This design comes from an exercise in tuning for small area, a short achievable clock period and few clock cycles per item on the open sky130 flow, not from production work. Only simulation tests tie the RTL to the original design; equivalence was not proved.

==> design/flow/design.v <==
module pdi_nearest (
    input  wire        clk,
    input  wire        rst,         
    input  wire        pal_we,
    input  wire [5:0]  pal_waddr,
    input  wire [23:0] pal_wdata,   
    input  wire        q_valid,
    output wire        q_ready,
    input  wire [23:0] q_color,     
    input  wire [5:0]  q_first,
    input  wire [6:0]  q_num,
    output reg         r_valid,
    output reg  [5:0]  r_index,
    output reg  [3:0]  r_err        
);
    localparam [3:0] ERR_NONE     = 4'd0;
    localparam [3:0] ERR_BADPAL   = 4'd7;
    localparam [3:0] ERR_EMPTYPAL = 4'd9;
    localparam P = 16;              
    reg [23:0] pal [0:63];
    reg        w_en;
    reg [5:0]  w_addr;
    reg [23:0] w_data;
    always @(posedge clk) begin
        w_en   <= pal_we & ~rst;
        w_addr <= pal_waddr;
        w_data <= pal_wdata;
        if (w_en)
            pal[w_addr] <= w_data;
    end
    reg        ir_v;
    reg [23:0] ir_color;
    reg [5:0]  ir_first;
    reg [6:0]  ir_num;
    reg        cur_v;
    reg [23:0] cur_color;
    reg [5:0]  cur_first;
    reg [6:0]  cur_num;
    reg [1:0]  cur_pass;        
    reg [1:0]  cur_end;         
    reg        cur_last;        
    reg        cur_start;       
    reg [3:0]  cur_err;
    wire cur_adv = !cur_v || cur_last;
    assign q_ready = !ir_v || cur_adv;
    wire [6:0] ir_numm1  = ir_num - 7'd1;
    wire       ir_bad    = ir_num > 7'd64;
    wire       ir_empty  = {1'b0, ir_first} >= ir_num;
    always @(posedge clk) begin
        if (q_ready) begin
            ir_color <= q_color;
            ir_first <= q_first;
            ir_num   <= q_num;
        end
        if (cur_adv) begin
            cur_color <= ir_color;
            cur_first <= ir_first;
            cur_num   <= ir_num;
            cur_pass  <= ir_first[5:4];
            cur_end   <= ir_numm1[5:4];
            cur_start <= 1'b1;
            if (ir_bad) begin
                cur_err  <= ERR_BADPAL;
                cur_last <= 1'b1;
            end else if (ir_empty) begin
                cur_err  <= ERR_EMPTYPAL;
                cur_last <= 1'b1;
            end else begin
                cur_err  <= ERR_NONE;
                cur_last <= (ir_first[5:4] == ir_numm1[5:4]);
            end
        end else begin
            cur_pass  <= cur_pass + 2'd1;
            cur_last  <= (cur_pass + 2'd1 == cur_end);
            cur_start <= 1'b0;
        end
        if (rst) begin
            ir_v  <= 1'b0;
            cur_v <= 1'b0;
        end else begin
            if (q_ready) ir_v <= q_valid;
            if (cur_adv) cur_v <= ir_v;
        end
    end
    reg        s1_v, s2_v, s3_v, s4_v, s5_v;
    reg        s1_last, s2_last, s3_last, s4_last, s5_last;
    reg        s1_start, s2_start, s3_start, s4_start, s5_start;
    reg [3:0]  s1_err, s2_err, s3_err, s4_err, s5_err;
    reg [1:0]  s1_pass, s2_pass, s3_pass, s4_pass, s5_pass;
    always @(posedge clk) begin
        s1_last <= cur_last;  s1_start <= cur_start;  s1_err <= cur_err;  s1_pass <= cur_pass;
        s2_last <= s1_last;   s2_start <= s1_start;   s2_err <= s1_err;   s2_pass <= s1_pass;
        s3_last <= s2_last;   s3_start <= s2_start;   s3_err <= s2_err;   s3_pass <= s2_pass;
        s4_last <= s3_last;   s4_start <= s3_start;   s4_err <= s3_err;   s4_pass <= s3_pass;
        s5_last <= s4_last;   s5_start <= s4_start;   s5_err <= s4_err;   s5_pass <= s4_pass;
        if (rst) begin
            s1_v <= 1'b0; s2_v <= 1'b0; s3_v <= 1'b0; s4_v <= 1'b0; s5_v <= 1'b0;
        end else begin
            s1_v <= cur_v; s2_v <= s1_v; s3_v <= s2_v; s4_v <= s3_v; s5_v <= s4_v;
        end
    end
    wire [7:0] qr = cur_color[7:0];
    wire [7:0] qg = cur_color[15:8];
    wire [7:0] qb = cur_color[23:16];
    wire [27:0] ed [0:P-1];
    reg  [P-1:0] s3_ok;
    genvar i;
    generate
        for (i = 0; i < P; i = i + 1) begin : ent
            wire [3:0]  ii = i;
            wire [5:0]  e  = {cur_pass, ii};
            wire [23:0] pe = pal[e];
            wire [7:0]  pr = pe[7:0];
            wire [7:0]  pg = pe[15:8];
            wire [7:0]  pb = pe[23:16];
            wire [8:0]  xr = {1'b0, qr} - {1'b0, pr};
            wire [8:0]  xg = {1'b0, qg} - {1'b0, pg};
            wire [8:0]  xb = {1'b0, qb} - {1'b0, pb};
            wire [8:0]  rs = {1'b0, qr} + {1'b0, pr};
            wire        ok = (cur_err == ERR_NONE) && (e >= cur_first) && ({1'b0, e} < cur_num);
            reg [7:0] s1_dr, s1_dg, s1_db, s1_rm;
            reg       s1_ok;
            always @(posedge clk) begin
                s1_dr <= (xr[7:0] ^ {8{xr[8]}}) + {7'd0, xr[8]};
                s1_dg <= (xg[7:0] ^ {8{xg[8]}}) + {7'd0, xg[8]};
                s1_db <= (xb[7:0] ^ {8{xb[8]}}) + {7'd0, xb[8]};
                s1_rm <= rs[8:1];
                s1_ok <= ok;
            end
            wire [15:0] u, w, v;
            sq8 sq_r (.d(s1_dr), .q(u));
            sq8 sq_g (.d(s1_dg), .q(w));
            sq8 sq_b (.d(s1_db), .q(v));
            reg [15:0] s2_u, s2_w, s2_v2;
            reg [7:0]  s2_rm;
            reg        s2_ok;
            always @(posedge clk) begin
                s2_u  <= u;
                s2_w  <= w;
                s2_v2 <= v;
                s2_rm <= s1_rm;
                s2_ok <= s1_ok;
            end
            wire [15:0] m0 = s2_rm[0] ? s2_u : s2_v2;
            wire [15:0] m1 = s2_rm[1] ? s2_u : s2_v2;
            wire [15:0] m2 = s2_rm[2] ? s2_u : s2_v2;
            wire [15:0] m3 = s2_rm[3] ? s2_u : s2_v2;
            wire [15:0] m4 = s2_rm[4] ? s2_u : s2_v2;
            wire [15:0] m5 = s2_rm[5] ? s2_u : s2_v2;
            wire [15:0] m6 = s2_rm[6] ? s2_u : s2_v2;
            wire [15:0] m7 = s2_rm[7] ? s2_u : s2_v2;
            wire [27:0] d = {3'd0, s2_u, 9'd0} + {3'd0, s2_v2, 9'd0} + {2'd0, s2_w, 10'd0}
                          + {12'd0, m0} + {11'd0, m1, 1'd0} + {10'd0, m2, 2'd0} + {9'd0, m3, 3'd0}
                          + {8'd0, m4, 4'd0} + {7'd0, m5, 5'd0} + {6'd0, m6, 6'd0} + {5'd0, m7, 7'd0};
            reg [27:0] s3_d;
            always @(posedge clk) begin
                s3_d     <= d;
                s3_ok[i] <= s2_ok;
            end
            assign ed[i] = s3_d;
        end
    endgenerate
    wire [27:0] l1_d [0:7];
    wire [3:0]  l1_i [0:7];
    wire [7:0]  l1_ok;
    wire [27:0] l2_d [0:3];
    wire [3:0]  l2_i [0:3];
    wire [3:0]  l2_ok;
    generate
        for (i = 0; i < 8; i = i + 1) begin : lv1
            wire pick = s3_ok[2*i+1] && (!s3_ok[2*i] || (ed[2*i+1] < ed[2*i]));
            assign l1_d[i]  = pick ? ed[2*i+1] : ed[2*i];
            assign l1_i[i]  = pick ? (2*i+1) : (2*i);
            assign l1_ok[i] = s3_ok[2*i+1] || s3_ok[2*i];
        end
        for (i = 0; i < 4; i = i + 1) begin : lv2
            wire pick = l1_ok[2*i+1] && (!l1_ok[2*i] || (l1_d[2*i+1] < l1_d[2*i]));
            assign l2_d[i]  = pick ? l1_d[2*i+1] : l1_d[2*i];
            assign l2_i[i]  = pick ? l1_i[2*i+1] : l1_i[2*i];
            assign l2_ok[i] = l1_ok[2*i+1] || l1_ok[2*i];
        end
    endgenerate
    reg [27:0] s4_d [0:3];
    reg [3:0]  s4_i [0:3];
    reg [3:0]  s4_ok;
    always @(posedge clk) begin
        s4_d[0] <= l2_d[0]; s4_d[1] <= l2_d[1]; s4_d[2] <= l2_d[2]; s4_d[3] <= l2_d[3];
        s4_i[0] <= l2_i[0]; s4_i[1] <= l2_i[1]; s4_i[2] <= l2_i[2]; s4_i[3] <= l2_i[3];
        s4_ok   <= l2_ok;
    end
    wire        p3a = s4_ok[1] && (!s4_ok[0] || (s4_d[1] < s4_d[0]));
    wire [27:0] l3a_d  = p3a ? s4_d[1] : s4_d[0];
    wire [3:0]  l3a_i  = p3a ? s4_i[1] : s4_i[0];
    wire        l3a_ok = s4_ok[1] || s4_ok[0];
    wire        p3b = s4_ok[3] && (!s4_ok[2] || (s4_d[3] < s4_d[2]));
    wire [27:0] l3b_d  = p3b ? s4_d[3] : s4_d[2];
    wire [3:0]  l3b_i  = p3b ? s4_i[3] : s4_i[2];
    wire        l3b_ok = s4_ok[3] || s4_ok[2];
    wire        p4 = l3b_ok && (!l3a_ok || (l3b_d < l3a_d));
    reg [27:0] s5_d;
    reg [3:0]  s5_i;
    reg        s5_ok;
    always @(posedge clk) begin
        s5_d  <= p4 ? l3b_d : l3a_d;
        s5_i  <= p4 ? l3b_i : l3a_i;
        s5_ok <= l3b_ok || l3a_ok;
    end
    reg [27:0] acc_d;
    reg [5:0]  acc_i;
    reg        acc_ok;
    wire       take  = s5_start || (s5_ok && (!acc_ok || (s5_d < acc_d)));
    wire [5:0] new_i = take ? {s5_pass, s5_i} : acc_i;
    always @(posedge clk) begin
        if (take) begin
            acc_d  <= s5_d;
            acc_i  <= {s5_pass, s5_i};
            acc_ok <= s5_ok;
        end
        r_index <= (s5_err == ERR_NONE) ? new_i : 6'd0;
        r_err   <= s5_err;
        if (rst)
            r_valid <= 1'b0;
        else
            r_valid <= s5_v && s5_last;
    end
endmodule
module sq8 (
    input  wire [7:0]  d,
    output wire [15:0] q
);
    wire [15:0] t0 = d[0] ? {6'b0, d[7:1], 2'b01}        : 16'd0;
    wire [15:0] t1 = d[1] ? {5'b0, d[7:2], 2'b01, 2'b0}  : 16'd0;
    wire [15:0] t2 = d[2] ? {4'b0, d[7:3], 2'b01, 4'b0}  : 16'd0;
    wire [15:0] t3 = d[3] ? {3'b0, d[7:4], 2'b01, 6'b0}  : 16'd0;
    wire [15:0] t4 = d[4] ? {2'b0, d[7:5], 2'b01, 8'b0}  : 16'd0;
    wire [15:0] t5 = d[5] ? {1'b0, d[7:6], 2'b01, 10'b0} : 16'd0;
    wire [15:0] t6 = d[6] ? {d[7], 2'b01, 12'b0}         : 16'd0;
    wire [15:0] t7 = d[7] ? {2'b01, 14'b0}               : 16'd0;
    assign q = t0 + t1 + t2 + t3 + t4 + t5 + t6 + t7;
endmodule
==> design/flow/run.sh <==
#!/bin/bash
# synth_recipe.tcl (not shown) runs the flow's synth.tcl, then flattens the netlist and writes it again
# the make line also repeats each setting of config.mk as NAME=value (left out here)
make -C /OpenROAD-flow-scripts/flow DESIGN_CONFIG=/design/flow/config.mk WORK_HOME=/design/flow/orfs CLKGATE_MAP_FILE= SYNTH_SCRIPT=/design/flow/synth_recipe.tcl finish
==> design/flow/config.mk <==
export PLATFORM = sky130hd
export DESIGN_NAME = pdi_nearest
export DESIGN_NICKNAME = pdi_nearest
export VERILOG_FILES = /design/flow/design.v
export SDC_FILE = /design/flow/constraint.sdc
export NUM_CORES = 4
export LEC_CHECK = 0
export CAP_MARGIN = 20
export CORE_MARGIN = 2
export CORE_UTILIZATION = 40
export SLEW_MARGIN = 20
==> design/flow/constraint.sdc <==
create_clock -name core_clock -period 20.0 [get_ports {clk}]
set_input_delay 4.0000 -clock core_clock [delete_from_list [all_inputs] [get_ports {clk}]]
set_output_delay 4.0000 -clock core_clock [all_outputs]
set_load 0.01 [all_outputs]
==> results of run 1 <==
layer usage:
layer  global-route usage (%)  wire, µm  part of all wire [%]
met4                     7.93     32600                   4.2
met5                        0        91                 0.012
met1                     28.6    334000                    43
met2                     36.1    361000                    47
met3                     3.23     46900                   6.1
kinds of logic (layout without fill, tap and decap cells):
logic type | count (synthesis) | after routing | synth area share, %
buffers and inverters | 4119 | 4651 | 5.53
DFF | 3750 | 3750 | 32.6
other | 0 | 41 | 0
muxes | 2298 | 2298 | 10.4
adders and majority gates | 5819 | 5819 | 32.0
AOI/OAI and AO/OA | 3504 | 3504 | 7.80
xor gates and xnor gates | 1413 | 1413 | 4.41
and+or+nand+nor | 3968 | 3968 | 7.26
final timing paths:
path,end,slack (ps)
worst min register to register,s5_pass[1],310
worst max-delay path,ent[1].s1_dg[6],12800
worst max register to register,ent[1].s1_dg[6],12800
worst min-delay path,s5_pass[1],310
cells in the final DEF, fill, tap and decap left out, types with 176 or more instances in the layout:
cell       count
mux2_2      1095
xnor2_1     1118
o21bai_1     312
mux2i_1      817
inv_1       3584
nor2b_1      578
xor2_1       295
clkbuf_16    413
ha_1        3563
a21o_1       516
edfxtp_1    1644
o21a_1       176
a21oi_1     1024
o21ai_0      860
fa_1        2256
nand2_1     1084
nor3_1       197
mux4_2       384
buf_4        214
dfxtp_1     2080
and2_1       761
nor2_1       558
sequential cells by signal, summed over array words and instances (netlist names), 24 cells and up:
signal	cells
s5_d	28
ent.s3_d	448
acc_d	28
cur_color	24
ent.s2_u	240
ent.s2_w	240
ent.s1_rm	128
ent.s2_rm	128
ent.s1_db	128
pal	1536
w_data	24
ent.s2_v2	240
ent.s1_dr	128
ir_color	24
ent.s1_dg	128
s4_d	112
per-stage QoR:
stage | setup slack (ps) | hold slack, ps
finish | 12800 | 307
global route | 12360 | 314
CTS | 12750 | 293
detailed placement | 12770 | 312
global placement | 12920 | 310
floorplan | 13670 | 310
area by class of cell:
class | instances | area (µm²) | share of cell area (%)
Tap cell | 9270 | 11600 | 3.77
Clock inverter | 221 | 2770 | 0.901
Sequential cell | 3750 | 91600 | 29.8
Antenna cell | 41 | 103 | 0.0334
Multi-Input combinational cell | 17000 | 174000 | 56.6
Inverter | 3589 | 13500 | 4.38
Clock buffer | 538 | 11300 | 3.67
Timing Repair Buffer | 303 | 2570 | 0.835
==> impl_metrics.py, run 1 <==
metrics = {
    "setup_path": {
        "cp_common_cell": "buf_4",
        "worstPathMaxFanout": 43,
        "reg2regPathDepth": 20,
        "path_cells": "buf_4, buf_4, buf_4, buf_4, mux4_2, ha_1, inv_1, fa_1, a21o_1, a21oi_1, o21ai_0, a21o_1, a21o_1, a21oi_1, and2_1, ha_1, inv_1, or4_1, o2bb2ai_1, xnor2_1",
        "crit_start": "cur_pass[1]",
        "critPathSlowestCell": "dfxtp_4",
        "crit_type": "reg -> reg",
        "end_kind": "flop",
        "arrival_ps": 8110,
        "cpPeakStageDelay_ps": 720,
        "cp.depth": 20,
        "r2r-start": "cur_pass[1]",
        "crit_required_ps": 20910,
        "cp_top_family": "buffers and inverters",
        "crit_path_start_kind": "flop",
        "critPathBufInv": 6,
    },
    "layout": {
        "synthToLayoutAreaGrowth_pct": 9.51,
        "drive_gt1_share_pct": 9.97,
        "instances_no_fill": 34700,
        "finalInstanceArea_mm2": 0.307,
        "fin_nets": 30900,
        "final_core_util_pct": 44.0,
        "fillers": 65000,
    },
    "global_route": {
        "antenna_found_initial": 77,
        "grt_start_max_net_pins": 95,
        "grt_pass1_vias": 187000,
        "grt_pass1_wl_um": 1170000,
        "grt_overflow": 0,
        "grt.total_usage_pct": 21.7,
    },
    "die": {
        "num_rows": 307,
        "die_x_um": 842,
        "design.core.area_mm2": 0.699,
        "start_util_pct": 40.1,
        "die_area_mm2": 0.708,
        "io_pins": 83,
        "die_h_um": 842,
    },
    "timing": {
        "min_period_ps": 7200,
        "rsz0062_at_grt": "no",
        "setup_violations": 0,
        "finalHoldViolCount": 0,
        "drv_slew": 0,
        "max_freq_ghz": 0.139,
        "skew_ps": 92.2,
        "max_slew_margin_pct": 13.7,
        "worst_slew_pin_slew_ps": 1280,
        "min_period_over_period_pct": 36.0,
        "tns_ps": 0,
    },
    "routing": {
        "route.vias.total": 182000,
        "drtIter0Drc": 13200,
        "wl_um": 775000,
        "first_pass_iters": 6,
        "route.detailed.drc": 0,
        "viasPerCell": 5.26,
        "wl_per_cell_um": 22.3,
        "ant_nets": 0,
    },
    "clock_network": {
        "cts_tree": "yes",
        "clk_pin_slew_worst_paths_ps": 70,
        "worstSkewPairLatency_ps": 1070,
        "clock_sinks": 3750,
        "post-cts-setup-buffers": 0,
        "cts_buffers": 404,
        "cts_root_buffer": "clkbuf_16",
        "cts_max_level": 5,
        "hold_buffers": 0,
        "cts-resized-gates": 0,
        "clockBufferDepth": 4,
    },
    "yosys": {
        "yosysWarnings": 3,
        "synthFlopType": "dfxtp_1",
        "synth_edf_count": 1644,
        "ys_top_cells_by_count": "3589 x inv_1, 3563 x ha_1, 2256 x fa_1",
        "ys_types": 90,
        "synth_top_area_cell": "edfxtp_1",
        "synthTopCellsByArea": "edfxtp_1 18%, fa_1 16%, ha_1 16%",
        "yosysSeqAreaShare_pct": 32.6,
        "postSynth.asyncResetShare_pct": 0,
        "synthesis.area_mm2": 0.281,
        "syn_area_per_cell_um2": 11.3,
        "ys_ff_latch": 3750,
        "synthCells": 24900,
        "syn_nets": 30800,
        "yosysMostFrequentCell": "inv_1",
        "synth_top_area_share_pct": 17.6,
    },
    "min_path": {
        "holdCritStartpoint": "s4_pass[1]",
        "hp-class": "reg -> reg",
        "whs_path_depth": 0,
    },
    "placed_design": {
        "post_dp_cell_area_mm2": 0.293,
        "hpwl_um": 593000,
        "dpl.cell_count": 33900,
        "gp_congestion": 0.932,
        "port_buffers": 82,
    },
    "run": {
        "max_cap_viol_count": 0,
    },
    "status": {
        "status": "finished clean",
    },
}
Testbench counts, summed over its fixed seeds: cycles 7,952, items 3,072.
==> run 2: changes to the inputs <==
--- a/design/flow/design.v
+++ b/design/flow/design.v
@@ -5,7 +5,7 @@
     input  wire [5:0]  pal_waddr,
     input  wire [23:0] pal_wdata,   
     input  wire        q_valid,
-    output wire        q_ready,
+    output reg         q_ready,
     input  wire [23:0] q_color,     
     input  wire [5:0]  q_first,
     input  wire [6:0]  q_num,
@@ -42,11 +42,15 @@
     reg        cur_start;       
     reg [3:0]  cur_err;
     wire cur_adv = !cur_v || cur_last;
-    assign q_ready = !ir_v || cur_adv;
     wire [6:0] ir_numm1  = ir_num - 7'd1;
     wire       ir_bad    = ir_num > 7'd64;
     wire       ir_empty  = {1'b0, ir_first} >= ir_num;
-    always @(posedge clk) begin
+    wire ir_v_n     = rst ? 1'b0 : (q_ready ? q_valid : ir_v);
+    wire cur_v_n    = rst ? 1'b0 : (cur_adv ? ir_v : cur_v);
+    wire cur_last_n = cur_adv ? (ir_bad || ir_empty || (ir_first[5:4] == ir_numm1[5:4]))
+                              : (cur_pass + 2'd1 == cur_end);
+    always @(posedge clk) begin
+        q_ready <= !ir_v_n || !cur_v_n || cur_last_n;
         if (q_ready) begin
             ir_color <= q_color;
             ir_first <= q_first;
@@ -59,28 +63,32 @@
             cur_pass  <= ir_first[5:4];
             cur_end   <= ir_numm1[5:4];
             cur_start <= 1'b1;
-            if (ir_bad) begin
-                cur_err  <= ERR_BADPAL;
-                cur_last <= 1'b1;
-            end else if (ir_empty) begin
-                cur_err  <= ERR_EMPTYPAL;
-                cur_last <= 1'b1;
-            end else begin
-                cur_err  <= ERR_NONE;
-                cur_last <= (ir_first[5:4] == ir_numm1[5:4]);
-            end
+            if (ir_bad)
+                cur_err <= ERR_BADPAL;
+            else if (ir_empty)
+                cur_err <= ERR_EMPTYPAL;
+            else
+                cur_err <= ERR_NONE;
         end else begin
             cur_pass  <= cur_pass + 2'd1;
-            cur_last  <= (cur_pass + 2'd1 == cur_end);
             cur_start <= 1'b0;
         end
-        if (rst) begin
-            ir_v  <= 1'b0;
-            cur_v <= 1'b0;
-        end else begin
-            if (q_ready) ir_v <= q_valid;
-            if (cur_adv) cur_v <= ir_v;
-        end
+        cur_last <= cur_last_n;
+        ir_v     <= ir_v_n;
+        cur_v    <= cur_v_n;
+    end
+    reg        s0_v;
+    reg        s0_last, s0_start;
+    reg [3:0]  s0_err;
+    reg [1:0]  s0_pass;
+    reg [23:0] s0_color;
+    always @(posedge clk) begin
+        s0_last  <= cur_last;
+        s0_start <= cur_start;
+        s0_err   <= cur_err;
+        s0_pass  <= cur_pass;
+        s0_color <= cur_color;
+        s0_v     <= rst ? 1'b0 : cur_v;
     end
     reg        s1_v, s2_v, s3_v, s4_v, s5_v;
     reg        s1_last, s2_last, s3_last, s4_last, s5_last;
@@ -88,7 +96,7 @@
     reg [3:0]  s1_err, s2_err, s3_err, s4_err, s5_err;
     reg [1:0]  s1_pass, s2_pass, s3_pass, s4_pass, s5_pass;
     always @(posedge clk) begin
-        s1_last <= cur_last;  s1_start <= cur_start;  s1_err <= cur_err;  s1_pass <= cur_pass;
+        s1_last <= s0_last;   s1_start <= s0_start;   s1_err <= s0_err;   s1_pass <= s0_pass;
         s2_last <= s1_last;   s2_start <= s1_start;   s2_err <= s1_err;   s2_pass <= s1_pass;
         s3_last <= s2_last;   s3_start <= s2_start;   s3_err <= s2_err;   s3_pass <= s2_pass;
         s4_last <= s3_last;   s4_start <= s3_start;   s4_err <= s3_err;   s4_pass <= s3_pass;
@@ -96,12 +104,12 @@
         if (rst) begin
             s1_v <= 1'b0; s2_v <= 1'b0; s3_v <= 1'b0; s4_v <= 1'b0; s5_v <= 1'b0;
         end else begin
-            s1_v <= cur_v; s2_v <= s1_v; s3_v <= s2_v; s4_v <= s3_v; s5_v <= s4_v;
-        end
-    end
-    wire [7:0] qr = cur_color[7:0];
-    wire [7:0] qg = cur_color[15:8];
-    wire [7:0] qb = cur_color[23:16];
+            s1_v <= s0_v; s2_v <= s1_v; s3_v <= s2_v; s4_v <= s3_v; s5_v <= s4_v;
+        end
+    end
+    wire [7:0] qr = s0_color[7:0];
+    wire [7:0] qg = s0_color[15:8];
+    wire [7:0] qb = s0_color[23:16];
     wire [27:0] ed [0:P-1];
     reg  [P-1:0] s3_ok;
     genvar i;
@@ -109,7 +117,12 @@
         for (i = 0; i < P; i = i + 1) begin : ent
             wire [3:0]  ii = i;
             wire [5:0]  e  = {cur_pass, ii};
-            wire [23:0] pe = pal[e];
+            reg  [23:0] pe;
+            reg         s0_ok;
+            always @(posedge clk) begin
+                pe    <= pal[e];
+                s0_ok <= (cur_err == ERR_NONE) && (e >= cur_first) && ({1'b0, e} < cur_num);
+            end
             wire [7:0]  pr = pe[7:0];
             wire [7:0]  pg = pe[15:8];
             wire [7:0]  pb = pe[23:16];
@@ -117,7 +130,6 @@
             wire [8:0]  xg = {1'b0, qg} - {1'b0, pg};
             wire [8:0]  xb = {1'b0, qb} - {1'b0, pb};
             wire [8:0]  rs = {1'b0, qr} + {1'b0, pr};
-            wire        ok = (cur_err == ERR_NONE) && (e >= cur_first) && ({1'b0, e} < cur_num);
             reg [7:0] s1_dr, s1_dg, s1_db, s1_rm;
             reg       s1_ok;
             always @(posedge clk) begin
@@ -125,7 +137,7 @@
                 s1_dg <= (xg[7:0] ^ {8{xg[8]}}) + {7'd0, xg[8]};
                 s1_db <= (xb[7:0] ^ {8{xb[8]}}) + {7'd0, xb[8]};
                 s1_rm <= rs[8:1];
-                s1_ok <= ok;
+                s1_ok <= s0_ok;
             end
             wire [15:0] u, w, v;
             sq8 sq_r (.d(s1_dr), .q(u));
==> design/flow/flow/run.sh (new file) <==
#!/bin/bash
# Standard layout, with repair_timing aiming for slack beyond the default margin.
set -euo pipefail
bash standard.sh SETUP_SLACK_MARGIN=14 finish > standard_flow.log 2>&1
==> design/flow/standard.sh (new file) <==
#!/bin/bash
# synth_recipe.tcl (not shown) runs the flow's synth.tcl, then flattens the netlist and writes it again
# the make line also repeats each setting of config.mk as NAME=value (left out here)
make -C /OpenROAD-flow-scripts/flow DESIGN_CONFIG=/design/flow/config.mk WORK_HOME=/design/flow/orfs CLKGATE_MAP_FILE= SYNTH_SCRIPT=/design/flow/synth_recipe.tcl "${@:-finish}"
removed: design/flow/run.sh
==> impl_metrics.py, run 2 <==
metrics = {
    "status": {
        "status": "finished clean",
    },
    "yosys": {
        "syn_area_per_cell_um2": 11.5,
        "synthCells": 25200,
        "synth_edf_count": 1644,
        "ys_ff_latch": 4183,
        "yosysMostFrequentCell": "ha_1",
        "ys_top_cells_by_count": "3561 x ha_1, 3246 x inv_1, 2539 x dfxtp_1",
        "synthesis.area_mm2": 0.289,
        "yosysWarnings": 3,
        "syn_nets": 31000,
        "postSynth.asyncResetShare_pct": 0,
        "ys_types": 97,
        "synth_top_area_share_pct": 17.6,
        "yosysSeqAreaShare_pct": 34.7,
        "synth_top_area_cell": "dfxtp_1",
        "synthFlopType": "dfxtp_1",
        "synthTopCellsByArea": "dfxtp_1 18%, edfxtp_1 17%, fa_1 16%",
    },
    "placed_design": {
        "hpwl_um": 600000,
        "port_buffers": 82,
        "gp_congestion": 0.924,
    },
    "min_path": {
        "holdCritStartpoint": "cur_color[5]",
        "whs_path_depth": 0,
        "hp-class": "reg -> reg",
    },
    "die": {
        "die_x_um": 854,
        "io_pins": 83,
        "start_util_pct": 40.1,
        "num_rows": 312,
        "die_area_mm2": 0.729,
        "die_h_um": 854,
        "design.core.area_mm2": 0.721,
    },
    "clock_network": {
        "clock_sinks": 4183,
        "hold_buffers": 0,
        "cts_tree": "yes",
        "cts_root_buffer": "clkbuf_16",
        "worstSkewPairLatency_ps": 1100,
        "cts_max_level": 5,
        "cts_buffers": 451,
        "clk_pin_slew_worst_paths_ps": 70,
        "clockBufferDepth": 4,
    },
    "layout": {
        "biggestRegsByFlops": "pal (1536), ent.s3_d (448), ent.pe (384)",
        "largest_reg_flops": 1536,
        "final_core_util_pct": 44.4,
        "regMostFlops": "pal",
        "mostFrequentLayoutCells": "3559 x ha_1, 3240 x inv_1, 2342 x dfxtp_1",
        "synthToLayoutAreaGrowth_pct": 10.8,
        "drive_gt1_share_pct": 12.1,
        "final_common_cell": "ha_1",
        "fillers": 66600,
        "fin_nets": 31400,
    },
    "setup_path": {
        "r2r-start": "ent[14].s2_rm[4]",
        "crit_path_start_kind": "flop",
        "crit_type": "reg -> reg",
        "crit_start": "ent[14].s2_rm[4]",
        "end_kind": "flop",
        "arrival_ps": 6900,
        "worstPathMaxFanout": 4,
        "crit_required_ps": 20940,
        "reg2regPathDepth": 19,
    },
    "routing": {
        "route.vias.total": 184000,
        "route.detailed.drc": 0,
        "viasPerCell": 5.17,
        "wl_um": 788000,
        "first_pass_iters": 6,
        "ant_nets": 0,
        "drtIter0Drc": 13200,
        "wl_per_cell_um": 22.2,
    },
    "timing": {
        "max_freq_ghz": 0.168,
        "min_period_ps": 5960,
        "skew_ps": 95.5,
        "tns_ps": 0,
        "rsz0062_at_grt": "yes",
        "worst_slew_pin_slew_ps": 1160,
        "setup_violations": 0,
        "finalHoldViolCount": 0,
        "max_slew_margin_pct": 22.7,
        "drv_slew": 0,
        "min_period_over_period_pct": 29.8,
    },
    "global_route": {
        "grt.total_usage_pct": 21.3,
        "grt_pass1_vias": 187000,
        "antenna_found_initial": 77,
        "grt_overflow": 0,
        "grt_pass1_wl_um": 1180000,
        "grt_start_max_net_pins": 89,
    },
    "run": {
        "max_cap_viol_count": 0,
    },
}
-- run 2: critical path: stages, from the launching register on --
cell and delay [ps]:
dfxtp_4 360, mux2_2 350, fa_1 520, fa_1 590
inv_1 60, fa_1 470, inv_1 50, fa_1 470
ha_1 310, ha_1 230, fa_2 410, a21o_1 180
a21oi_2 170, o21bai_1 100, a2111o_1 410, a31o_2 250
a21o_2 270, a31oi_4 210, a21oi_2 110, o311ai_0 300
-- run 2: final cells by class --
cell class / count / area, µm² / share of cell area, %
antenna: 40 / 100 / 0.0313
clock buffer: 590 / 12800 / 3.99
clock inverter: 268 / 3230 / 1.01
inverter: 3247 / 12200 / 3.81
multi-input combinational: 17100 / 175000 / 54.7
sequential: 4183 / 101000 / 31.5
tap: 9577 / 12000 / 3.74
timing repair buffer: 464 / 4060 / 1.27
-- run 2: through the flow --
step,setup WS [ps],instance area [µm²],std cells,hold slack [ps]
2_1_floorplan,13990,289000,25200,310
3_3_place_gp,13100,301000,34500,310
3_5_place_dp,13130,301000,34500,312
4_1_cts,13870,318000,35400,299
5_1_grt,13850,320000,35500,325
6_report,14040,320000,35500,304
-- run 2: timing repair --
item                                    CTS  global route
endpoints found under the setup margin  152           109
pin swaps                                16            39
gates resized for setup                 222           216
cloned                                    0             1
setup buffers                            48           112
-- run 2: cells by family (layout without fill, tap and decap cells) --
| logic type | after synthesis | in the layout | share of synthesized area (%) |
|---|---|---|---|
| fa+ha+maj | 5817 | 5817 | 31.1 |
| simple gates | 4197 | 4198 | 7.31 |
| flops | 4183 | 4183 | 34.7 |
| buf+inv | 3828 | 4569 | 5.03 |
| compound gates | 3402 | 3402 | 7.45 |
| mux | 2251 | 2251 | 9.96 |
| xor+xnor | 1479 | 1479 | 4.49 |
| other cells | 0 | 40 | 0 |
-- run 2: worst paths after layout --
path	endpoint	slack, ps
setup / recovery	ent[14].s3_d[27]	14040
hold reg to reg	s0_color[5]	300
hold / removal	s0_color[5]	300
setup reg to reg	ent[14].s3_d[27]	14040
-- run 2: routing by layer --
metal,vias up,GRT usage [%],part of all wire [%]
met5,-,0,0.0074
met4,10,7.39,3.9
met2,4415,35.2,46
met1,91700,28.9,44
met3,1062,2.80,5.6
li1,86300,-,-
Testbench counts of run 2, summed over its fixed seeds: cycles 8,016, items 3,072.
==> run 3: changes to the inputs <==
--- a/design/flow/design.v
+++ b/design/flow/design.v
@@ -28,10 +28,6 @@
         if (w_en)
             pal[w_addr] <= w_data;
     end
-    reg        ir_v;
-    reg [23:0] ir_color;
-    reg [5:0]  ir_first;
-    reg [6:0]  ir_num;
     reg        cur_v;
     reg [23:0] cur_color;
     reg [5:0]  cur_first;
@@ -41,31 +37,24 @@
     reg        cur_last;        
     reg        cur_start;       
     reg [3:0]  cur_err;
-    wire cur_adv = !cur_v || cur_last;
-    wire [6:0] ir_numm1  = ir_num - 7'd1;
-    wire       ir_bad    = ir_num > 7'd64;
-    wire       ir_empty  = {1'b0, ir_first} >= ir_num;
-    wire ir_v_n     = rst ? 1'b0 : (q_ready ? q_valid : ir_v);
-    wire cur_v_n    = rst ? 1'b0 : (cur_adv ? ir_v : cur_v);
-    wire cur_last_n = cur_adv ? (ir_bad || ir_empty || (ir_first[5:4] == ir_numm1[5:4]))
+    wire [6:0] q_numm1  = q_num - 7'd1;
+    wire       q_bad    = q_num > 7'd64;
+    wire       q_empty  = {1'b0, q_first} >= q_num;
+    wire cur_v_n    = rst ? 1'b0 : (q_ready ? q_valid : cur_v);
+    wire cur_last_n = q_ready ? (q_bad || q_empty || (q_first[5:4] == q_numm1[5:4]))
                               : (cur_pass + 2'd1 == cur_end);
     always @(posedge clk) begin
-        q_ready <= !ir_v_n || !cur_v_n || cur_last_n;
+        q_ready <= !cur_v_n || cur_last_n;
         if (q_ready) begin
-            ir_color <= q_color;
-            ir_first <= q_first;
-            ir_num   <= q_num;
-        end
-        if (cur_adv) begin
-            cur_color <= ir_color;
-            cur_first <= ir_first;
-            cur_num   <= ir_num;
-            cur_pass  <= ir_first[5:4];
-            cur_end   <= ir_numm1[5:4];
+            cur_color <= q_color;
+            cur_first <= q_first;
+            cur_num   <= q_num;
+            cur_pass  <= q_first[5:4];
+            cur_end   <= q_numm1[5:4];
             cur_start <= 1'b1;
-            if (ir_bad)
+            if (q_bad)
                 cur_err <= ERR_BADPAL;
-            else if (ir_empty)
+            else if (q_empty)
                 cur_err <= ERR_EMPTYPAL;
             else
                 cur_err <= ERR_NONE;
@@ -74,7 +63,6 @@
             cur_start <= 1'b0;
         end
         cur_last <= cur_last_n;
-        ir_v     <= ir_v_n;
         cur_v    <= cur_v_n;
     end
     reg        s0_v;
--- a/design/flow/config.mk
+++ b/design/flow/config.mk
@@ -7,5 +7,5 @@
 export LEC_CHECK = 0
 export CAP_MARGIN = 20
 export CORE_MARGIN = 2
-export CORE_UTILIZATION = 40
+export CORE_UTILIZATION = 60
 export SLEW_MARGIN = 20
==> impl_metrics.py, run 3 <==
metrics = {
    "layout": {
        "fillers": 37600,
        "finalInstanceArea_mm2": 0.316,
        "mostFrequentLayoutCells": "3560 x ha_1, 3545 x inv_1, 2348 x dfxtp_1",
        "fin_nets": 31500,
        "regMostFlops": "pal",
        "largest_reg_flops": 1536,
        "biggestRegsByFlops": "pal (1536), ent.s3_d (448), ent.pe (384)",
        "drive_gt1_share_pct": 11.7,
        "final_common_cell": "ha_1",
        "synthToLayoutAreaGrowth_pct": 9.37,
    },
    "timing": {
        "min_period_over_period_pct": 29.4,
        "tns_ps": 0,
        "skew_ps": 129,
        "max_freq_ghz": 0.170,
        "max_slew_margin_pct": 11.4,
        "finalHoldViolCount": 0,
        "rsz0062_at_grt": "no",
        "setup_violations": 0,
        "worst_slew_pin_slew_ps": 1320,
        "drv_slew": 0,
        "min_period_ps": 5880,
    },
    "run": {
        "max_cap_viol_count": 0,
    },
    "setup_path": {
        "critPathBufInv": 1,
        "crit_type": "reg -> out",
        "crit_required_ps": 16000,
        "cp_top_family": "flip-flops",
        "arrival_ps": 1880,
        "end_kind": "output pin",
        "r2r_slack_ps": 14140,
        "path_cells": "buf_4",
        "crit_path_start_kind": "flop",
        "cpPeakStageDelay_ps": 540,
        "worstPathMaxFanout": 14,
        "critPathSlowestCell": "dfxtp_4",
    },
    "clock_network": {
        "cts_buffers": 441,
        "clk_pin_slew_worst_paths_ps": 60,
        "cts_root_buffer": "clkbuf_16",
        "cts_tree": "yes",
        "worstSkewPairLatency_ps": 1110,
        "clockBufferDepth": 4,
        "clock_sinks": 4145,
        "cts_max_level": 5,
        "hold_buffers": 0,
    },
    "yosys": {
        "synthTopCellsByArea": "dfxtp_1 18%, edfxtp_1 17%, fa_1 16%",
        "synth_fa_ha_area_share_pct": 31.1,
        "syn_area_per_cell_um2": 11.4,
        "synth_edf_count": 1607,
        "postSynth.asyncResetShare_pct": 0,
        "syn_nets": 31100,
        "synth_mux_area_share_pct": 10.5,
        "yosysSeqAreaShare_pct": 34.3,
        "synth_compound_area_share_pct": 7.48,
        "synth_top_family_by_area": "adder cells",
        "synthesis.area_mm2": 0.289,
        "ys_top_cells_by_count": "3564 x ha_1, 3550 x inv_1, 2538 x dfxtp_1",
        "ys_types": 83,
        "synth_top_area_share_pct": 17.6,
        "synth_xor_area_share_pct": 4.34,
        "synth_top_area_cell": "dfxtp_1",
        "yosysMostFrequentCell": "ha_1",
        "synthFlopType": "dfxtp_1",
        "synthCells": 25200,
        "yosysWarnings": 3,
        "ys_ff_latch": 4145,
        "synthSimpleGateAreaFrac_pct": 6.97,
    },
    "routing": {
        "drtIter0Drc": 14800,
        "wl_um": 772000,
        "first_pass_iters": 9,
        "ant_nets": 1,
        "route.detailed.drc": 0,
        "wl_per_cell_um": 23.8,
        "route.vias.total": 186000,
        "viasPerCell": 5.72,
    },
    "status": {
        "status": "complete, but fails checks",
        "check-failures": "antenna rules",
    },
    "placed_design": {
        "gp_congestion": 0.926,
        "post_dp_cell_area_mm2": 0.298,
        "hpwl_um": 588000,
        "port_buffers": 82,
    },
    "die": {
        "io_pins": 83,
        "design.core.area_mm2": 0.479,
        "start_util_pct": 60.3,
        "die_area_mm2": 0.487,
        "die_x_um": 698,
        "die_h_um": 698,
        "num_rows": 254,
    },
    "min_path": {
        "hp-class": "reg -> reg",
    },
    "global_route": {
        "grt_start_max_net_pins": 89,
        "grt.total_usage_pct": 31.6,
        "grt_overflow": 0,
        "antenna_found_initial": 94,
        "grt_pass1_wl_um": 1160000,
        "grt_pass1_vias": 187000,
    },
}
run 3: changes by cell type after synthesis, moves of 151 or more:
cell / before / now
xnor2_1: 974 / 1142
xor2_1: 505 / 288
nor2_1: 844 / 692
o21bai_1: 205 / 356
inv_1: 3246 / 3550
mux2i_1: 722 / 930
run 3: timing repair:
| action | 4_1_cts | 5_1_grt |
|---|---|---|
| endpoints found under the setup margin | 171 | 182 |
| gates resized for setup | 201 | 217 |
| setup buffers | 8 | 191 |
| pin swaps | 8 | 30 |
| gates cloned | 3 | 0 |
run 3: layout make-up:
cell class | instances | area, µm² | share of cell area, %
multi-input combinational | 17000 | 175000 | 55.5
sequential | 4145 | 99600 | 31.5
inverter | 3553 | 13300 | 4.22
clock buffer | 583 | 12300 | 3.91
tap | 6400 | 8010 | 2.54
timing repair buffer | 493 | 4100 | 1.30
clock inverter | 250 | 3030 | 0.958
antenna | 55 | 138 | 0.0436
run 3: worst paths after layout:
path                                         end  depth (start not counted)        startpoint
worst max-delay path                     q_ready                          1           q_ready
worst min-delay path            ent[15].s2_rm[0]                          0  ent[15].s1_rm[0]
worst max register to register  ent[12].s3_d[26]                         17  ent[12].s2_v2[6]
worst min register to register  ent[15].s2_rm[0]                          0  ent[15].s1_rm[0]
run 3: stage by stage:
stage                     instances  util (%)  hold slack, ps  setup WS [ps]
final                         32500      66.0             289          14120
after global placement        31400      62.2             310          13050
after global routing          32500      65.9             296          13870
after detailed placement      31400      62.2             312          13200
after floorplan               25200         -             310          13970
after CTS                     32300      65.5             292          13910
run 3: cells by family (layout without fill, tap and decap cells):
group	Yosys count	count (layout)
compound gates	3422	3423
xor+xnor	1430	1430
fa+ha+maj	5820	5820
buf+inv	4083	4879
flops	4145	4145
mux	2413	2413
other cells	0	55
simple gates	3931	3933
run 3: per-layer routing:
layer / part of all wire (%) / vias to the layer above / track usage, %
met5: 0.022 / - / 0
met4: 4.3 / 28 / 11.9
met3: 7.3 / 1163 / 5.15
met2: 44 / 5468 / 48.9
met1: 44 / 92200 / 44.9
li1: - / 86900 / -
Testbench counts of run 3, summed over its fixed seeds: cycles 7,952, items 3,072.
==> run 4: changes to the inputs <==
--- a/design/flow/config.mk
+++ b/design/flow/config.mk
@@ -7,5 +7,7 @@
 export LEC_CHECK = 0
 export CAP_MARGIN = 20
 export CORE_MARGIN = 2
-export CORE_UTILIZATION = 60
+export CORE_UTILIZATION = 40
+export CTS_CLUSTER_DIAMETER = 80
+export CTS_CLUSTER_SIZE = 25
 export SLEW_MARGIN = 20
==> impl_metrics.py, run 4 <==
metrics = {
    "die": {
        "num_rows": 312,
        "die_x_um": 854,
        "start_util_pct": 40.1,
        "die_area_mm2": 0.729,
        "io_pins": 83,
        "die_h_um": 854,
        "design.core.area_mm2": 0.721,
    },
    "timing": {
        "drv_slew": 0,
        "min_period_ps": 5980,
        "max_freq_ghz": 0.167,
        "tns_ps": 0,
        "finalHoldViolCount": 0,
        "skew_ps": 110,
        "rsz0062_at_grt": "yes",
        "setup_violations": 0,
        "max_slew_margin_pct": 11.0,
        "worst_slew_pin_slew_ps": 1300,
        "min_period_over_period_pct": 29.9,
    },
    "routing": {
        "viasPerCell": 5.19,
        "wl_um": 768000,
        "first_pass_iters": 6,
        "wl_per_cell_um": 21.7,
        "route.detailed.drc": 0,
        "ant_nets": 0,
        "drtIter0Drc": 13300,
        "route.vias.total": 183000,
    },
    "clock_network": {
        "clk_pin_slew_worst_paths_ps": 100,
        "cts_root_buffer": "clkbuf_16",
        "hold_buffers": 0,
        "cts_max_level": 5,
        "clock_sinks": 4145,
        "worstSkewPairLatency_ps": 1060,
        "cts_buffers": 296,
        "clockBufferDepth": 4,
        "cts_tree": "yes",
    },
    "yosys": {
        "ys_top_cells_by_count": "3564 x ha_1, 3550 x inv_1, 2538 x dfxtp_1",
        "yosysSeqAreaShare_pct": 34.3,
        "syn_nets": 31100,
        "synthesis.area_mm2": 0.289,
        "ys_ff_latch": 4145,
        "syn_area_per_cell_um2": 11.4,
        "synth_top_area_cell": "dfxtp_1",
        "ys_types": 83,
        "synthTopCellsByArea": "dfxtp_1 18%, edfxtp_1 17%, fa_1 16%",
        "yosysWarnings": 3,
        "postSynth.asyncResetShare_pct": 0,
        "synth_edf_count": 1607,
        "synthCells": 25200,
        "yosysMostFrequentCell": "ha_1",
        "synth_top_area_share_pct": 17.6,
        "synthFlopType": "dfxtp_1",
    },
    "min_path": {
        "whs_path_depth": 0,
        "min_to": "ent[11].s1_ok",
        "holdCritStartpoint": "ent[11].s0_ok",
        "hp-class": "reg -> reg",
    },
    "setup_path": {
        "cp_common_cell": "nand4_1",
        "cpPeakStageDelay_ps": 1100,
        "r2r_slack_ps": 14020,
        "worstPathMaxFanout": 22,
        "r2r-start": "ent[14].s3_d[27]",
        "crit_required_ps": 20820,
        "end_kind": "flop",
        "arrival_ps": 6790,
        "critPathSlowestCell": "mux2i_1",
        "cp.depth": 17,
        "crit_type": "reg -> reg",
        "reg2regPathDepth": 17,
        "cp_top_family": "simple AND/OR/NAND/NOR gates",
        "r2r_end": "s4_d[3][10]",
        "crit_path_start_kind": "flop",
        "critPathBufInv": 3,
        "path_cells": "inv_1, ha_1, nand4_1, or4_1, a2bb2oi_1, o211ai_1, buf_4, mux2i_1, inv_1, ha_1, nand4_1, nor2_1, nand4_1, or4_1, nor3_1, a211o_2, mux2i_1",
    },
    "layout": {
        "final_common_cell": "ha_1",
        "synthToLayoutAreaGrowth_pct": 9.18,
        "fillers": 67000,
        "largest_reg_flops": 1536,
        "mostFrequentLayoutCells": "3563 x ha_1, 3545 x inv_1, 2358 x dfxtp_1",
        "fin_nets": 31400,
        "drive_gt1_share_pct": 10.8,
        "instances_no_fill": 35300,
        "biggestRegsByFlops": "pal (1536), ent.s3_d (448), ent.pe (384)",
        "regMostFlops": "pal",
    },
    "global_route": {
        "grt.total_usage_pct": 20.8,
        "grt_overflow": 0,
        "antenna_found_initial": 80,
        "grt_start_max_net_pins": 127,
        "met1_usage_pct": 28.9,
        "grt_use_met3_pct": 3.44,
        "grt_pass1_wl_um": 1160000,
        "grt.met2_usage_pct": 33.1,
        "grt_busiest_layer": "met2",
        "grt_pass1_vias": 186000,
    },
    "run": {
        "max_cap_viol_count": 0,
    },
    "placed_design": {
        "dpl.cell_count": 34600,
        "gp_congestion": 0.944,
        "hpwl_um": 587000,
        "port_buffers": 82,
    },
    "status": {
        "status": "finished clean",
    },
}
[run 4: cell counts after synthesis]
Identical to the previous run, type by type.
[run 4: how the worst max path moves through the flow]
stage / startpoint / slack [ps] / endpoint
2_1_floorplan: ent[6].s2_rm[0] / 13970 / ent[6].s3_d[27]
3_3_place_gp: q_first[0] / 12920 / q_ready
3_5_place_dp: ent[6].s2_rm[4] / 12880 / ent[6].s3_d[27]
4_1_cts: ent[6].s2_rm[5] / 13820 / ent[6].s3_d[27]
5_1_grt: ent[6].s2_rm[5] / 13890 / ent[6].s3_d[27]
6_report: ent[14].s3_d[27] / 14020 / s4_d[3][10]
[run 4: metrics by stage]
stage	util (%)	area (µm²)	hold WS, ps	setup slack [ps]
2_1_floorplan	-	289000	310	13970
3_3_place_gp	41.8	302000	310	12920
3_5_place_dp	41.8	302000	312	12880
4_1_cts	43.5	313000	282	13820
5_1_grt	43.7	315000	276	13890
6_report	43.8	315000	282	14020
[run 4: kinds of logic after synthesis]
logic type | after synthesis | synth area share, %
AO/OA/AOI/OAI | 3422 | 7.48
XOR/XNOR | 1430 | 4.34
adder cells (fa/ha/maj) | 5820 | 31.1
buffers and inverters | 4083 | 5.33
flip-flops | 4145 | 34.3
multiplexers | 2413 | 10.5
AND/OR/NAND/NOR | 3931 | 6.97
[run 4: repair_timing]
| action | in CTS | in global routing |
|---|---|---|
| gates cloned | 2 | 0 |
| pin swaps | 10 | 37 |
| buffers inserted | 21 | 146 |
| endpoints found under the setup margin | 213 | 146 |
| gates resized for setup | 209 | 233 |
[run 4: layout make-up]
cell class                 count  area, µm²  area share (%)
inverter                    3553      13300            4.23
clock inverter               210       3310            1.05
multi-input combinational  17000     175000            55.6
timing repair buffer         448       3860            1.23
antenna                       38       95.1          0.0302
sequential                  4145      99600            31.6
clock buffer                 337       7730            2.45
tap                         9577      12000            3.80
[run 4: layer usage]
layer,vias to the layer above,wire length (µm)
li1,86400,-
met1,91300,344000
met2,4505,342000
met3,1007,52400
met4,22,28500
met5,-,166
==> run 5: changes to the inputs <==
--- a/design/flow/design.v
+++ b/design/flow/design.v
@@ -65,26 +65,13 @@
         cur_last <= cur_last_n;
         cur_v    <= cur_v_n;
     end
-    reg        s0_v;
-    reg        s0_last, s0_start;
-    reg [3:0]  s0_err;
-    reg [1:0]  s0_pass;
-    reg [23:0] s0_color;
-    always @(posedge clk) begin
-        s0_last  <= cur_last;
-        s0_start <= cur_start;
-        s0_err   <= cur_err;
-        s0_pass  <= cur_pass;
-        s0_color <= cur_color;
-        s0_v     <= rst ? 1'b0 : cur_v;
-    end
     reg        s1_v, s2_v, s3_v, s4_v, s5_v;
     reg        s1_last, s2_last, s3_last, s4_last, s5_last;
     reg        s1_start, s2_start, s3_start, s4_start, s5_start;
     reg [3:0]  s1_err, s2_err, s3_err, s4_err, s5_err;
     reg [1:0]  s1_pass, s2_pass, s3_pass, s4_pass, s5_pass;
     always @(posedge clk) begin
-        s1_last <= s0_last;   s1_start <= s0_start;   s1_err <= s0_err;   s1_pass <= s0_pass;
+        s1_last <= cur_last;  s1_start <= cur_start;  s1_err <= cur_err;  s1_pass <= cur_pass;
         s2_last <= s1_last;   s2_start <= s1_start;   s2_err <= s1_err;   s2_pass <= s1_pass;
         s3_last <= s2_last;   s3_start <= s2_start;   s3_err <= s2_err;   s3_pass <= s2_pass;
         s4_last <= s3_last;   s4_start <= s3_start;   s4_err <= s3_err;   s4_pass <= s3_pass;
@@ -92,12 +79,12 @@
         if (rst) begin
             s1_v <= 1'b0; s2_v <= 1'b0; s3_v <= 1'b0; s4_v <= 1'b0; s5_v <= 1'b0;
         end else begin
-            s1_v <= s0_v; s2_v <= s1_v; s3_v <= s2_v; s4_v <= s3_v; s5_v <= s4_v;
-        end
-    end
-    wire [7:0] qr = s0_color[7:0];
-    wire [7:0] qg = s0_color[15:8];
-    wire [7:0] qb = s0_color[23:16];
+            s1_v <= cur_v; s2_v <= s1_v; s3_v <= s2_v; s4_v <= s3_v; s5_v <= s4_v;
+        end
+    end
+    wire [7:0] qr = cur_color[7:0];
+    wire [7:0] qg = cur_color[15:8];
+    wire [7:0] qb = cur_color[23:16];
     wire [27:0] ed [0:P-1];
     reg  [P-1:0] s3_ok;
     genvar i;
@@ -105,12 +92,8 @@
         for (i = 0; i < P; i = i + 1) begin : ent
             wire [3:0]  ii = i;
             wire [5:0]  e  = {cur_pass, ii};
-            reg  [23:0] pe;
-            reg         s0_ok;
-            always @(posedge clk) begin
-                pe    <= pal[e];
-                s0_ok <= (cur_err == ERR_NONE) && (e >= cur_first) && ({1'b0, e} < cur_num);
-            end
+            wire [23:0] pe = pal[e];
+            wire        ok = (cur_err == ERR_NONE) && (e >= cur_first) && ({1'b0, e} < cur_num);
             wire [7:0]  pr = pe[7:0];
             wire [7:0]  pg = pe[15:8];
             wire [7:0]  pb = pe[23:16];
@@ -125,7 +108,7 @@
                 s1_dg <= (xg[7:0] ^ {8{xg[8]}}) + {7'd0, xg[8]};
                 s1_db <= (xb[7:0] ^ {8{xb[8]}}) + {7'd0, xb[8]};
                 s1_rm <= rs[8:1];
-                s1_ok <= s0_ok;
+                s1_ok <= ok;
             end
             wire [15:0] u, w, v;
             sq8 sq_r (.d(s1_dr), .q(u));
--- a/design/flow/config.mk
+++ b/design/flow/config.mk
@@ -5,9 +5,10 @@
 export SDC_FILE = /design/flow/constraint.sdc
 export NUM_CORES = 4
 export LEC_CHECK = 0
+export ABC_CLOCK_PERIOD_IN_PS = 5000
 export CAP_MARGIN = 20
 export CORE_MARGIN = 2
-export CORE_UTILIZATION = 40
+export CORE_UTILIZATION = 60
 export CTS_CLUSTER_DIAMETER = 80
 export CTS_CLUSTER_SIZE = 25
 export SLEW_MARGIN = 20
==> impl_metrics.py, run 5 <==
metrics = {
    "status": {
        "status": "finished clean",
    },
    "min_path": {
        "hp-class": "reg -> reg",
    },
    "routing": {
        "wl_um": 765000,
        "viasPerCell": 5.80,
        "wl_met1_um": 330000,
        "wl_met2_um": 341000,
        "first_pass_iters": 6,
        "route.vias.total": 183000,
        "drtIter0Drc": 15200,
        "routed.top_layer": "met5",
        "route.detailed.drc": 0,
        "ant_nets": 0,
        "wl_met3_um": 60000,
        "wl_per_cell_um": 24.2,
    },
    "yosys": {
        "synthFlopType": "dfxtp_1",
        "synthTopCellsByArea": "edfxtp_1 17%, fa_1 16%, ha_1 16%",
        "syn_nets": 30600,
        "yosysWarnings": 3,
        "ys_ff_latch": 3713,
        "synth_edf_count": 1607,
        "ys_top_cells_by_count": "3564 x ha_1, 3240 x inv_1, 2256 x fa_1",
        "syn_area_per_cell_um2": 11.3,
        "synthesis.area_mm2": 0.279,
        "postSynth.asyncResetShare_pct": 0,
        "synth_top_area_cell": "edfxtp_1",
        "synthCells": 24700,
        "ys_types": 93,
        "synth_top_area_share_pct": 17.3,
        "yosysSeqAreaShare_pct": 32.4,
        "yosysMostFrequentCell": "ha_1",
    },
    "timing": {
        "drv_slew": 0,
        "worst_slew_pin_slew_ps": 1310,
        "rsz0062_at_grt": "yes",
        "skew_ps": 55.8,
        "max_slew_margin_pct": 11.8,
        "setup_violations": 0,
        "min_period_over_period_pct": 30.4,
        "finalHoldViolCount": 0,
        "max_freq_ghz": 0.164,
        "min_period_ps": 6090,
        "tns_ps": 0,
    },
    "layout": {
        "drive_gt1_share_pct": 12.2,
        "fin_nets": 31000,
        "mostFrequentLayoutCells": "3536 x ha_1, 3226 x inv_1, 2244 x fa_1",
        "regMostFlops": "pal",
        "final_common_cell": "ha_1",
        "biggestRegsByFlops": "pal (1536), ent.s3_d (448)",
        "largest_reg_flops": 1536,
        "multi_input_area_mm2": 0.176,
        "synthToLayoutAreaGrowth_pct": 8.12,
        "finalInstanceArea_mm2": 0.302,
        "fillers": 36700,
        "regArea_mm2": 0.0910,
    },
    "die": {
        "design.core.area_mm2": 0.463,
        "num_rows": 250,
        "io_pins": 83,
        "die_x_um": 686,
        "die_area_mm2": 0.471,
        "start_util_pct": 60.2,
        "die_h_um": 686,
    },
    "placed_design": {
        "port_buffers": 82,
        "hpwl_um": 576000,
        "post_dp_cell_area_mm2": 0.288,
        "gp_congestion": 0.923,
    },
    "clock_network": {
        "worstSkewPairLatency_ps": 1030,
        "clockBufferDepth": 4,
        "hold_buffers": 0,
        "cts_root_buffer": "clkbuf_16",
        "cts_max_level": 4,
        "clock_sinks": 3713,
        "clk_pin_slew_worst_paths_ps": 90,
        "cts_buffers": 223,
        "cts_tree": "yes",
    },
    "run": {
        "max_cap_viol_count": 0,
    },
    "setup_path": {
        "cp_common_cell": "fa_1",
        "cpPeakStageDelay_ps": 580,
        "arrival_ps": 7010,
        "critPathSlowestCell": "fa_1",
        "worstPathMaxFanout": 4,
        "crit_required_ps": 20920,
        "end_kind": "flop",
        "crit_path_start_kind": "flop",
        "path_cells": "mux2i_2, fa_1, inv_2, fa_1, inv_2, fa_1, inv_1, fa_1, ha_1, ha_2, fa_2, a21o_1, a22o_1, o41ai_4, o21ai_2, o41ai_4, o21ai_2, or4_4, a31o_4, a21oi_2, xnor2_1",
        "crit_type": "reg -> reg",
    },
    "global_route": {
        "grt.total_usage_pct": 32.2,
        "grt_pass1_wl_um": 1140000,
        "grt_pass1_vias": 181000,
        "grt_start_max_net_pins": 92,
        "antenna_found_initial": 84,
        "grt_overflow": 0,
    },
}
## run 5: changes by cell type after synthesis, sizes merged, moves of 88 or more
cell | before | now
mux2i | 930 | 765
nand2b | 140 | 228
o21bai | 356 | 248
nor2 | 693 | 855
xnor2 | 1142 | 1035
dfxtp | 2538 | 2106
inv | 3553 | 3242
xor2 | 288 | 436
## run 5: cell type report
type | instances | area share (%)
multi-input combinational | 17200 | 58.4
sequential | 3713 | 30.1
inverter | 3242 | 4.04
tap | 6174 | 2.56
timing repair buffer | 710 | 2.16
clock buffer | 285 | 1.97
clock inverter | 135 | 0.659
antenna | 89 | 0.0738
## run 5: per-layer routing
| metal | GRT usage, % | up-vias |
|---|---|---|
| met1 | 45.3 | 91300 |
| li1 | - | 85100 |
| met4 | 12.1 | 18 |
| met3 | 5.21 | 1013 |
| met2 | 50.5 | 5619 |
| met5 | 0 | - |
## run 5: cell families after synthesis
family	after synthesis	share of synthesized area, %
flops	3713	32.4
simple gates	4258	7.74
mux	2278	10.4
fa+ha+maj	5820	32.2
buf+inv	3808	5.15
xor+xnor	1471	4.62
compound gates	3363	7.54
## run 5: worst max-delay path: cells and delay by family, from the launching register on
kind / cells / cell delay [ps]
xor+xnor: 1 / 140
fa+ha+maj: 7 / 2950
mux: 1 / 170
compound gates: 8 / 1780
simple gates: 1 / 440
buf+inv: 3 / 160
flops: 1 / 390
## run 5: final timing paths
kind,end,slack [ps],cells past startpoint,startpoint
worst max-delay path,ent[6].s3_d[27],13910,21,ent[6].s2_rm[0]
worst min-delay path,ent[12].s2_rm[0],310,0,ent[12].s1_rm[0]
worst max register to register,ent[6].s3_d[27],13910,21,ent[6].s2_rm[0]
worst min register to register,ent[12].s2_rm[0],310,0,ent[12].s1_rm[0]
## run 5: what timing repair did
action	4_1_cts	5_1_grt
endpoints found under the setup margin	368	257
gates resized for setup	332	399
pin swaps	21	127
setup buffers	86	292
gates cloned	3	2
## run 5: metrics by stage
stage / std cells / util [%] / setup slack [ps] / hold WS [ps]
3_5_place_dp: 30600 / 62.1 / 12040 / 312
6_report: 31500 / 65.1 / 13910 / 315
2_1_floorplan: 24700 / - / 13950 / 310
4_1_cts: 31200 / 64.3 / 13840 / 316
5_1_grt: 31500 / 65.1 / 13720 / 318
3_3_place_gp: 30600 / 62.1 / 11970 / 310
Testbench counts of run 5, summed over its fixed seeds: cycles 7,888, items 3,072.

==> re-timing with driven ports <==
The results above use ideal ports. As a check the final layouts listed here were re-extracted and re-timed, cells and wires unchanged.
Step 1 (the two cells are an assumption about what drives the block):
set clk [get_ports {clk}]
set_driving_cell -lib_cell sky130_fd_sc_hd__clkbuf_16 $clk
set_driving_cell -lib_cell sky130_fd_sc_hd__buf_2 [delete_from_list [all_inputs] $clk]
Step 2 times the ports against the registers' clock, not the clock port: input delays grow and output delays shrink by t, the midpoint of the rising clock arrivals with the driver on.
Three values: ideal, step 1, step 2; two values: the first two.
run	t (ns)	setup WS [ns]	worst setup path at the end
run 1	1.150	12.804 / 12.804 / 12.804	register to register
run 2	1.179	14.043 / 14.043 / 14.043	register to register
run 3	1.183	14.117 / 13.973 / 13.612	input to register
run 4	1.153	14.022 / 13.984 / 12.998	input to register
run 5	1.128	13.910 / 13.910 / 13.231	input to register
For run 4, which loses most, drivers alone change the setup slack by -0.038 ns; drivers and shift together by -1.024 ns.
